Context: an optimization exercise on an open-source flow, tuned for small area, a short achievable clock period and few clock cycles. The choices shown serve that exercise and are no tape-out recipe. Only simulation tests tie the RTL to the original design; equivalence was not proved.

==> flow/design.v <==
module wge #(
    parameter NUM_LEDS      = 16,
    parameter MAX_POINTS    = 8,
    parameter MAX_GRADIENTS = 2
) (
    input  wire        clk,
    input  wire        rst,           
    input  wire [63:0] cmd,
    input  wire        cmd_valid,
    output wire        cmd_ready,
    output reg  [31:0] rsp,
    output wire        rsp_valid,
    input  wire        rsp_ready
);
    localparam LIW = (NUM_LEDS > 1) ? $clog2(NUM_LEDS) : 1;         
    localparam KW  = $clog2(NUM_LEDS + 1);                           
    localparam PIW = (MAX_POINTS > 1) ? $clog2(MAX_POINTS) : 1;      
    localparam NW  = $clog2(MAX_POINTS + 1);                         
    localparam SIW = (MAX_GRADIENTS > 1) ? $clog2(MAX_GRADIENTS) : 1;
    localparam UW  = $clog2(MAX_GRADIENTS + 1);
    localparam NPT = MAX_GRADIENTS * MAX_POINTS;
    localparam PTW = $clog2(NPT) > 0 ? $clog2(NPT) : 1;
    localparam [7:0] ST_OK = 8'h00, ST_CAP = 8'h01, ST_DUR = 8'h02, ST_IDX = 8'h03,
                     ST_NRDY = 8'h04, ST_CFG = 8'h05, ST_ILL = 8'h06, ST_STALE = 8'h07;
    localparam [2:0] S_IDLE = 3'd0, S_DELTA = 3'd1, S_PREP = 3'd2, S_PLACE = 3'd3,
                     S_STEP = 3'd4, S_RSP = 3'd5;
    reg [2:0] st;
    reg [7:0]     led_r   [0:NUM_LEDS-1];
    reg [7:0]     led_g   [0:NUM_LEDS-1];
    reg [7:0]     led_b   [0:NUM_LEDS-1];
    reg [PIW-1:0] led_idx [0:NUM_LEDS-1];
    reg [7:0]     led_sc  [0:NUM_LEDS-1];
    reg [7:0]        pt_r [0:NPT-1];
    reg [7:0]        pt_g [0:NPT-1];
    reg [7:0]        pt_b [0:NPT-1];
    reg [7:0]        pt_d [0:NPT-1];
    reg signed [8:0] dl_r [0:NPT-1];
    reg signed [8:0] dl_g [0:NPT-1];
    reg signed [8:0] dl_b [0:NPT-1];
    reg [NW-1:0] slot_n   [0:MAX_GRADIENTS-1];
    reg [NW-1:0] slot_cnt [0:MAX_GRADIENTS-1];
    reg [KW-1:0] slot_w   [0:MAX_GRADIENTS-1];
    reg [UW-1:0]  used;
    reg           act_valid;
    reg [SIW-1:0] act;
    reg [1:0]     fault;    
    reg [SIW-1:0] cur;        
    reg [PIW-1:0] di;         
    reg [KW-1:0]  k;          
    reg [KW-1:0]  j;          
    reg [KW-1:0]  plen;       
    reg [KW-1:0]  ptot;       
    assign cmd_ready = (st == S_IDLE);
    assign rsp_valid = (st == S_RSP);
    integer i;
    wire [7:0]  op   = cmd[63:56];
    wire [7:0]  fs   = cmd[55:48];
    wire [15:0] x16  = cmd[47:32];
    wire [7:0]  c3   = cmd[31:24];
    wire [7:0]  c2   = cmd[23:16];
    wire [7:0]  c1   = cmd[15:8];
    wire [7:0]  c0   = cmd[7:0];
    wire [1:0]  ch   = cmd[25:24];
    reg legal;
    always @(*) begin
        case (op)
            8'h00, 8'h04, 8'h07: legal = (cmd[55:0] == 56'd0);
            8'h01: legal = (fs == 8'd0) && (cmd[31:8] == 24'd0);
            8'h02: legal = (x16 == 16'd0);
            8'h03: legal = (cmd[47:0] == 48'd0);
            8'h05: legal = (fs == 8'd0) && (cmd[31:26] == 6'd0) && (cmd[23:0] == 24'd0) && (ch != 2'd3);
            8'h06: legal = (fs == 8'd0) && (cmd[31:0] == 32'd0);
            default: legal = 1'b0;
        endcase
    end
    wire [SIW-1:0] s_idx    = fs[SIW-1:0];
    wire           s_ok     = ({8'd0, fs} < {{(16-UW){1'b0}}, used});
    wire           s_ready  = (slot_cnt[s_idx] == slot_n[s_idx]);
    wire [PTW-1:0] app_addr = s_idx * MAX_POINTS + slot_cnt[s_idx];
    wire           k_ok     = (x16 < NUM_LEDS);
    wire [LIW-1:0] rk       = x16[LIW-1:0];
    wire [7:0]     act_byte = act_valid ? {{(8-SIW){1'b0}}, act} : 8'hFF;
    reg stale;
    always @(*) begin
        stale = 1'b0;
        for (i = 0; i < NUM_LEDS; i = i + 1)
            if ({1'b0, led_idx[i]} >= slot_n[act]) stale = 1'b1;
    end
    function signed [14:0] fdiv_p;
        input signed [14:0] num;
        input [5:0] den;
        reg [14:0] dvd;
        reg [14:0] q;
        begin
            dvd    = num[14] ? (15'd0 - num) + {9'd0, den} - 15'd1 : num;
            q      = dvd / den;
            fdiv_p = num[14] ? 15'd0 - q : q;
        end
    endfunction
    function signed [10:0] fdiv_d;
        input signed [10:0] num;
        input [8:0] den;
        reg [10:0] dvd;
        reg [10:0] q;
        begin
            dvd    = num[10] ? (11'd0 - num) + {2'd0, den} - 11'd1 : num;
            q      = dvd / den;
            fdiv_d = num[10] ? 11'd0 - q : q;
        end
    endfunction
    function [7:0] clamp8;
        input signed [9:0] v;
        begin
            if (v < 0)        clamp8 = 8'd0;
            else if (v > 255) clamp8 = 8'd255;
            else              clamp8 = v[7:0];
        end
    endfunction
    wire [PIW-1:0] d_nxt  = ({1'b0, di} + 1'b1 == slot_n[cur]) ? {PIW{1'b0}} : di + 1'b1;
    wire [PTW-1:0] d_a    = cur * MAX_POINTS + di;
    wire [PTW-1:0] d_b    = cur * MAX_POINTS + d_nxt;
    wire [7:0]     d_dur  = pt_d[d_a];
    wire signed [10:0] d_nr = 11'sd2 * ($signed({3'd0, pt_r[d_b]}) - $signed({3'd0, pt_r[d_a]})) + $signed({3'd0, d_dur});
    wire signed [10:0] d_ng = 11'sd2 * ($signed({3'd0, pt_g[d_b]}) - $signed({3'd0, pt_g[d_a]})) + $signed({3'd0, d_dur});
    wire signed [10:0] d_nb = 11'sd2 * ($signed({3'd0, pt_b[d_b]}) - $signed({3'd0, pt_b[d_a]})) + $signed({3'd0, d_dur});
    wire [8:0]         d_den = {d_dur, 1'b0};
    wire signed [10:0] d_qr = fdiv_d(d_nr, d_den);
    wire signed [10:0] d_qg = fdiv_d(d_ng, d_den);
    wire signed [10:0] d_qb = fdiv_d(d_nb, d_den);
    wire [KW-1:0] g_w     = slot_w[cur];
    localparam [KW-1:0] NLED = NUM_LEDS;
    wire [KW-1:0] g_waves = NLED / g_w;
    wire [KW-1:0] g_len   = NLED / g_waves;
    wire [KW-1:0] g_tot   = g_waves * g_len;
    wire [NW-1:0]  p_n    = slot_n[cur];
    wire [KW+NW-1:0] p_m  = j * p_n;
    wire [KW+NW-1:0] p_q  = p_m / plen;
    wire [KW-1:0]  p_rem  = p_m % plen;
    wire [PIW-1:0] p_idx  = p_q[PIW-1:0];
    wire [PIW-1:0] p_nxt  = ({1'b0, p_idx} + 1'b1 == p_n) ? {PIW{1'b0}} : p_idx + 1'b1;
    wire [PTW-1:0] p_a    = cur * MAX_POINTS + p_idx;
    wire [PTW-1:0] p_b    = cur * MAX_POINTS + p_nxt;
    wire [5:0]     p_den2 = {plen, 1'b0};
    wire signed [14:0] p_nr = 15'sd2 * $signed({10'd0, p_rem}) * ($signed({7'd0, pt_r[p_b]}) - $signed({7'd0, pt_r[p_a]})) + $signed({10'd0, plen});
    wire signed [14:0] p_ng = 15'sd2 * $signed({10'd0, p_rem}) * ($signed({7'd0, pt_g[p_b]}) - $signed({7'd0, pt_g[p_a]})) + $signed({10'd0, plen});
    wire signed [14:0] p_nb = 15'sd2 * $signed({10'd0, p_rem}) * ($signed({7'd0, pt_b[p_b]}) - $signed({7'd0, pt_b[p_a]})) + $signed({10'd0, plen});
    wire signed [14:0] p_or = fdiv_p(p_nr, p_den2);
    wire signed [14:0] p_og = fdiv_p(p_ng, p_den2);
    wire signed [14:0] p_ob = fdiv_p(p_nb, p_den2);
    wire [7:0]     p_cr   = pt_r[p_a] + p_or[7:0];
    wire [7:0]     p_cg   = pt_g[p_a] + p_og[7:0];
    wire [7:0]     p_cb   = pt_b[p_a] + p_ob[7:0];
    wire [12:0]    p_scn  = p_rem * pt_d[p_a];
    wire [12:0]    p_sc   = p_scn / plen;
    wire [LIW-1:0] sk     = k[LIW-1:0];
    wire [PIW-1:0] s_i    = led_idx[sk];
    wire [NW-1:0]  s_n    = slot_n[act];
    wire [PIW-1:0] s_ni   = ({1'b0, s_i} + 1'b1 == s_n) ? {PIW{1'b0}} : s_i + 1'b1;
    wire [PTW-1:0] s_a    = act * MAX_POINTS + s_i;
    wire [PTW-1:0] s_b    = act * MAX_POINTS + s_ni;
    wire           s_snap = ({1'b0, led_sc[sk]} >= {1'b0, pt_d[s_a]} - 9'd1);
    wire [7:0]     s_cr   = clamp8($signed({2'b00, led_r[sk]}) + dl_r[s_a]);
    wire [7:0]     s_cg   = clamp8($signed({2'b00, led_g[sk]}) + dl_g[s_a]);
    wire [7:0]     s_cb   = clamp8($signed({2'b00, led_b[sk]}) + dl_b[s_a]);
    always @(posedge clk) begin
        if (rst) begin
            st        <= S_IDLE;
            rsp       <= 32'd0;
            used      <= {UW{1'b0}};
            act_valid <= 1'b0;
            act       <= {SIW{1'b0}};
            fault     <= 2'b00;
            cur       <= {SIW{1'b0}};
            di        <= {PIW{1'b0}};
            k         <= {KW{1'b0}};
            j         <= {KW{1'b0}};
            plen      <= {KW{1'b0}};
            ptot      <= {KW{1'b0}};
            for (i = 0; i < NUM_LEDS; i = i + 1) begin
                led_r[i]   <= 8'd0;
                led_g[i]   <= 8'd0;
                led_b[i]   <= 8'd0;
                led_idx[i] <= {PIW{1'b0}};
                led_sc[i]  <= 8'd0;
            end
            for (i = 0; i < MAX_GRADIENTS; i = i + 1) begin
                slot_n[i]   <= {NW{1'b0}};
                slot_cnt[i] <= {NW{1'b0}};
                slot_w[i]   <= {KW{1'b0}};
            end
        end else begin
            case (st)
            S_IDLE: if (cmd_valid) begin
                st  <= S_RSP;
                rsp <= {ST_OK, 24'd0};
                if (!legal) begin
                    fault[1] <= 1'b1;
                    rsp      <= {ST_ILL, 24'd0};
                end else case (op)
                8'h01: begin  
                    if (c0 == 8'd0 || c0 > MAX_POINTS || x16 == 16'd0 || x16 > NUM_LEDS)
                        rsp <= {ST_CFG, 24'd0};
                    else if (used == MAX_GRADIENTS)
                        rsp <= {ST_CAP, 24'd0};
                    else begin
                        slot_n[used[SIW-1:0]]   <= c0[NW-1:0];
                        slot_w[used[SIW-1:0]]   <= x16[KW-1:0];
                        slot_cnt[used[SIW-1:0]] <= {NW{1'b0}};
                        used <= used + 1'b1;
                        rsp  <= {ST_OK, 16'd0, {{(8-UW){1'b0}}, used}};
                    end
                end
                8'h02: begin  
                    if (!s_ok)
                        rsp <= {ST_IDX, 24'd0};
                    else if (s_ready)
                        rsp <= {ST_CAP, 24'd0};
                    else if (c0 == 8'd0)
                        rsp <= {ST_DUR, 24'd0};
                    else begin
                        pt_r[app_addr] <= c3;
                        pt_g[app_addr] <= c2;
                        pt_b[app_addr] <= c1;
                        pt_d[app_addr] <= c0;
                        slot_cnt[s_idx] <= slot_cnt[s_idx] + 1'b1;
                        if (slot_cnt[s_idx] + 1'b1 == slot_n[s_idx]) begin
                            cur <= s_idx;
                            di  <= {PIW{1'b0}};
                            st  <= S_DELTA;
                        end
                    end
                end
                8'h03: begin  
                    if (!s_ok)
                        rsp <= {ST_IDX, 24'd0};
                    else if (!s_ready)
                        rsp <= {ST_NRDY, 24'd0};
                    else begin
                        cur <= s_idx;
                        st  <= S_PREP;
                    end
                end
                8'h04: begin  
                    if (!act_valid)
                        rsp <= {ST_NRDY, 24'd0};
                    else if (stale) begin
                        fault[0] <= 1'b1;
                        rsp      <= {ST_STALE, 24'd0};
                    end else begin
                        k  <= {KW{1'b0}};
                        st <= S_STEP;
                    end
                end
                8'h05: begin  
                    if (!k_ok)
                        rsp <= {ST_IDX, 24'd0};
                    else if (!act_valid)
                        rsp <= {ST_NRDY, 24'd0};
                    else
                        rsp <= {ST_OK, 16'd0, (ch == 2'd0) ? led_r[rk] : (ch == 2'd1) ? led_g[rk] : led_b[rk]};
                end
                8'h06: begin  
                    if (!k_ok)
                        rsp <= {ST_IDX, 24'd0};
                    else if (!act_valid)
                        rsp <= {ST_NRDY, 24'd0};
                    else
                        rsp <= {ST_OK, 8'd0, {{(8-PIW){1'b0}}, led_idx[rk]}, led_sc[rk]};
                end
                8'h07: begin  
                    rsp <= {ST_OK, {{(8-UW){1'b0}}, used}, act_byte, 6'd0, fault};
                end
                default: ;  
                endcase
            end
            S_DELTA: begin
                dl_r[d_a] <= d_qr[8:0];
                dl_g[d_a] <= d_qg[8:0];
                dl_b[d_a] <= d_qb[8:0];
                di <= di + 1'b1;
                if ({1'b0, di} + 1'b1 == slot_n[cur])
                    st <= S_PREP;
            end
            S_PREP: begin
                plen <= g_len;
                ptot <= g_tot;
                k    <= {KW{1'b0}};
                j    <= {KW{1'b0}};
                st   <= S_PLACE;
            end
            S_PLACE: begin
                led_r[k[LIW-1:0]]   <= p_cr;
                led_g[k[LIW-1:0]]   <= p_cg;
                led_b[k[LIW-1:0]]   <= p_cb;
                led_idx[k[LIW-1:0]] <= p_idx;
                led_sc[k[LIW-1:0]]  <= p_sc[7:0];
                k <= k + 1'b1;
                j <= (j + 1'b1 == plen) ? {KW{1'b0}} : j + 1'b1;
                if (k + 1'b1 == ptot) begin
                    act_valid <= 1'b1;
                    act       <= cur;
                    rsp       <= {ST_OK, 24'd0};
                    st        <= S_RSP;
                end
            end
            S_STEP: begin
                if (s_snap) begin
                    led_idx[sk] <= s_ni;
                    led_sc[sk]  <= 8'd0;
                    led_r[sk]   <= pt_r[s_b];
                    led_g[sk]   <= pt_g[s_b];
                    led_b[sk]   <= pt_b[s_b];
                end else begin
                    led_sc[sk]  <= led_sc[sk] + 1'b1;
                    led_r[sk]   <= s_cr;
                    led_g[sk]   <= s_cg;
                    led_b[sk]   <= s_cb;
                end
                k <= k + 1'b1;
                if (k + 1'b1 == NUM_LEDS) begin
                    rsp <= {ST_OK, 24'd0};
                    st  <= S_RSP;
                end
            end
            S_RSP: begin
                if (rsp_ready)
                    st <= S_IDLE;
            end
            default: st <= S_IDLE;
            endcase
        end
    end
endmodule
==> flow/run.sh <==
#!/bin/bash
# synth_recipe.tcl (not shown) runs the flow's synth.tcl, then flattens the netlist and writes it again
# the make line also repeats each setting of config.mk as NAME=value (left out here)
make -C /OpenROAD-flow-scripts/flow DESIGN_CONFIG=/design/flow/config.mk WORK_HOME=/design/flow/orfs CLKGATE_MAP_FILE= SYNTH_SCRIPT=/design/flow/synth_recipe.tcl finish
==> flow/config.mk <==
export PLATFORM = sky130hd
export DESIGN_NAME = wge
export DESIGN_NICKNAME = wge
export VERILOG_FILES = /design/flow/design.v
export SDC_FILE = /design/flow/constraint.sdc
export NUM_CORES = 4
export LEC_CHECK = 0
export CAP_MARGIN = 20
export CORE_MARGIN = 2
export CORE_UTILIZATION = 30
export PLACE_DENSITY = 0.35
export SLEW_MARGIN = 20
==> flow/constraint.sdc <==
create_clock -name core_clock -period 60.0 [get_ports {clk}]
set_input_delay 12.0000 -clock core_clock [delete_from_list [all_inputs] [get_ports {clk}]]
set_output_delay 12.0000 -clock core_clock [all_outputs]
set_load 0.01 [all_outputs]
==> run notes <==
The layout has 41387 filler cells. The placed cell area is 0.132 mm². The final routed wirelength across all metal layers is 539000 µm. The post-route DRC violation count came out at 0. The setup skew after layout came out at between 60 and 70 ps.

The worst relative slew slack came out at 0.234. The post-detailed-route count of antenna-violating nets came out at 0. The fraction of registers with async set/reset came out at 0. The worst path buffer plus inverter count came out at 14.

At the placement stage, the worst setup path has a slack of about 900 ps. The global placer's final weighted congestion came out at between 0.8 and 0.9. The most repeated library cell on the critical path is sky130_fd_sc_hd__o21a_1. The maximum fanout count along the critical path came out at 59. The count of cell instances traversed by the critical path is 248. The average wire per cell in the routed design came out at 30.1 µm. TritonCTS built the clock tree.

The mean number of vias per cell came out at around 5.7. Adding up every negative setup slack in the final design gives 0 ps.

The initial utilization of the core area, before any placement, comes to 0.302. The post-synth design cell area came out at 0.124 mm². The clock insertion delay at the later pin of the skew report is 930 ps.

The commonest cells after synthesis are sky130_fd_sc_hd__nand2_1, sky130_fd_sc_hd__edfxtp_1, sky130_fd_sc_hd__nor2_1, sky130_fd_sc_hd__ha_1, sky130_fd_sc_hd__a21oi_1. The number of H-tree levels is 4. The standard-cell row count is 235. The count of input and output buffers came out at 90.

The count of synthesis-stage warnings from yosys is 1. The pre-antenna-repair detailed-routing pass consisted of 6 iterations. The final count of pins violating max slew is 0.

The post-layout worst setup margin is 4400 ps. Sorting the synthesized cells by area gives the leading types as sky130_fd_sc_hd__edfxtp_1, sky130_fd_sc_hd__mux4_2, sky130_fd_sc_hd__ha_1. The number of standard cells after synthesis is 12404. The top achievable clock speed came out at 18.0 MHz. Detailed placement ended at an HPWL of 359000 µm. The cell with the biggest individual delay on the critical path is sky130_fd_sc_hd__or4_4. The global-route usage over all layers came out at 0.253. The worst hold path stage count came out at 2. The number of enable flip-flop cells after synthesis is ~1500.

In this run, CTS created clock tree buffers numbering 200. The element type at the critical path end is a flip-flop. The initial detailed-routing violation count is roughly 9600. The floorplan step defined a die boundary enclosing between 0.4 and 0.5 mm². The total setup violations reported at the end of the flow is 0. The endpoint arrival time on the critical path came out at ~56000 ps. The clock input transition at the sequential cells of the worst setup and hold paths is 60 ps. The maximum number of buffers from clock root to sink is 4. Max-cap violations in this run came to 0.

The slew at the pin closest to its max-slew limit is 1150 ps. The area of all placed cells without fillers came out at 0.139 mm². The area growth from synthesis to layout is 12.4%. The initial antenna violation count is 21. STA classifies the critical path startpoint as a flip-flop. In the final layout, the share of cells above drive strength 1 is 0.138. The most common flop cell mapped by yosys is sky130_fd_sc_hd__edfxtp_1. Among all cell types in the netlist, the one instantiated most often is sky130_fd_sc_hd__nand2_1.

The netlist uses 139 different library cells. The count of pins on the block boundary is between 100 and 150. The required time of the critical path came out at 60630 ps. The average cell area after synthesis came out at around 10 µm². The root buffer cell chosen for the clock tree is sky130_fd_sc_hd__clkbuf_16. The total number of vias came out at 102742. The number of clock sinks seen by CTS is ~1600.

The depth of the most critical reg-to-reg path came out at 248. The residual overflow from global routing came out at 0. The hold violation count in the final report came out at 0. The horizontal extent of the die is 646 µm. The maximum number of pins on one net before global-route repair is 89. The final layout net count is ~13000.

The cell type group with the largest total delay on the critical path is compound AO/OA/AOI/OAI gates. sky130_fd_sc_hd__edfxtp_1 takes more of the synthesized area than any other cell. Setup repair after global routing left no endpoint under its margin. The stage delay of the slowest cell on the critical path is 680 ps. The critical path in this run is classified as reg -> reg. The synthesis-stage register bit count came out at 1586. The vertical die dimension came out at roughly 650 µm. The worst min-delay path class is reg -> reg.

The number of global-route vias before repair is between 100k and 150k. The share of the cycle needed by the critical path after routing is 0.927. The flow ran to the end and the layout has no timing, DRC or antenna violations. The wire length of the first global-routing pass is roughly 770000 µm. The total area inside the core boundary comes to 0.410 mm². The portion of the post-synthesis area used by sequential elements came out at 0.381. The final period demand of the worst path is 55600 ps. The portion of synthesized cell area occupied by the leading cell type came out at 0.372.
-- final cells by class --
type                            count  area, µm²  area share
Antenna cell                        8       20.0    0.000144
Clock inverter                    120       1220     0.00880
Multi-Input combinational cell   9602      73000       0.525
Sequential cell                  1586      47100       0.339
Inverter                          480       1830      0.0132
Timing Repair Buffer              442       3690      0.0266
Tap cell                         5451       6820      0.0491
Clock buffer                      245       5250      0.0378
-- worst reg2reg max path, delay by kind of cell (launching register included) --
kind / cells / cell delay (ps)
AO/OA/AOI/OAI: 124 / 25210
AND/OR/NAND/NOR: 67 / 14180
adder cells (fa/ha/maj): 34 / 11170
buffers and inverters: 14 / 2060
multiplexers: 5 / 1540
XOR/XNOR: 4 / 710
flip-flops: 1 / 530
-- state kept, by name (all words and copies together) (netlist names), 10 cells and up, named ones only --
signal and count:
led_g 128, pt_r 128, dl_b 144, pt_d 128, dl_g 144, led_r 128
led_b 128, led_idx 48, rsp 17, pt_b 128, dl_r 144, slot_w 10
pt_g 128, led_sc 128
-- layer usage --
metal  vias to the layer above  GRT usage  part of all wire
li1                      46124          -                 -
met1                     52326      0.348              0.45
met2                      3545      0.409              0.46
met3                       743     0.0312             0.056
met4                         4     0.0847             0.038
met5                         -          0          0.000041
-- cells by family (layout without fill, tap and decap cells) --
logic type / Yosys count / count (layout) / synth area share
AO/OA/AOI/OAI: 2614 / 2614 / 0.144
XOR/XNOR: 381 / 381 / 0.0275
adder cells (fa/ha/maj): 941 / 941 / 0.103
buffers and inverters: 1227 / 1287 / 0.0383
flip-flops: 1586 / 1586 / 0.381
multiplexers: 862 / 862 / 0.130
other: 1 / 19 / 0.0000303
AND/OR/NAND/NOR: 4792 / 4793 / 0.177
-- layout by cell type, fill, tap and decap left out, types with 163 or more instances in the layout --
cell type,count
sky130_fd_sc_hd__nor3_1,383
sky130_fd_sc_hd__nand3_1,318
sky130_fd_sc_hd__nand2_1,1905
sky130_fd_sc_hd__clkbuf_16,201
sky130_fd_sc_hd__ha_1,808
sky130_fd_sc_hd__o21a_1,290
sky130_fd_sc_hd__inv_1,465
sky130_fd_sc_hd__xnor2_1,238
sky130_fd_sc_hd__mux2i_1,163
sky130_fd_sc_hd__o21ai_0,352
sky130_fd_sc_hd__edfxtp_1,1530
sky130_fd_sc_hd__nor2b_1,202
sky130_fd_sc_hd__nor2_1,1121
sky130_fd_sc_hd__mux4_2,574
sky130_fd_sc_hd__a21oi_1,617
sky130_fd_sc_hd__buf_4,334
-- path summary, 6_finish.rpt --
check	start	endpoint	slack, ps
worst max-delay path	flip-flop	led_g[5][7]	4400
worst min-delay path	rsp[9]	rsp[9]	450
worst max register to register	flip-flop	led_g[5][7]	4400
worst min register to register	rsp[9]	rsp[9]	450
-- per-stage QoR --
stage          std cells  hold slack (ps)  utilization
3_3_place_gp       17542              447        0.322
2_1_floorplan      12414              437            -
4_1_cts            17909              463        0.338
5_1_grt            17928              485        0.339
6_report           17934              455        0.339
3_5_place_dp       17544              453        0.322
-- timing repair --
item                                    in CTS  in global routing
endpoints found under the setup margin       0                384
hold buffers                                 0                  0
buffers inserted                             0                 15
resized for setup                            0                 75
Testbench counts, summed over its fixed seeds: cycles 15,323.

-- port drivers added, routing unchanged --
No port has a modelled driver above. Below, the same layout with a new extraction and two added sets of constraints. Step 1 sets driving cells, clkbuf_16 on the clock port and buf_2 on the other inputs (assumed; they add their load-dependent delay and slew). Step 2, shift: input delay + t, output delay - t, t = (earliest + latest rising clock arrival at the registers) / 2. This alone moves slack from input paths to output paths. Slacks: ideal / step 1 / step 2; pairs: ideal / step 1.
t, ns: 1.012
setup WS [ns]: 4.405 / 4.405 / 4.405
worst setup path after step 2: register to register
latest minus earliest clock arrival (ns): 0.064 / 0.065
After both steps this run still meets setup and hold. The setup slack of this run moves by 0.000 ns with the drivers and by 0.000 ns with both steps.
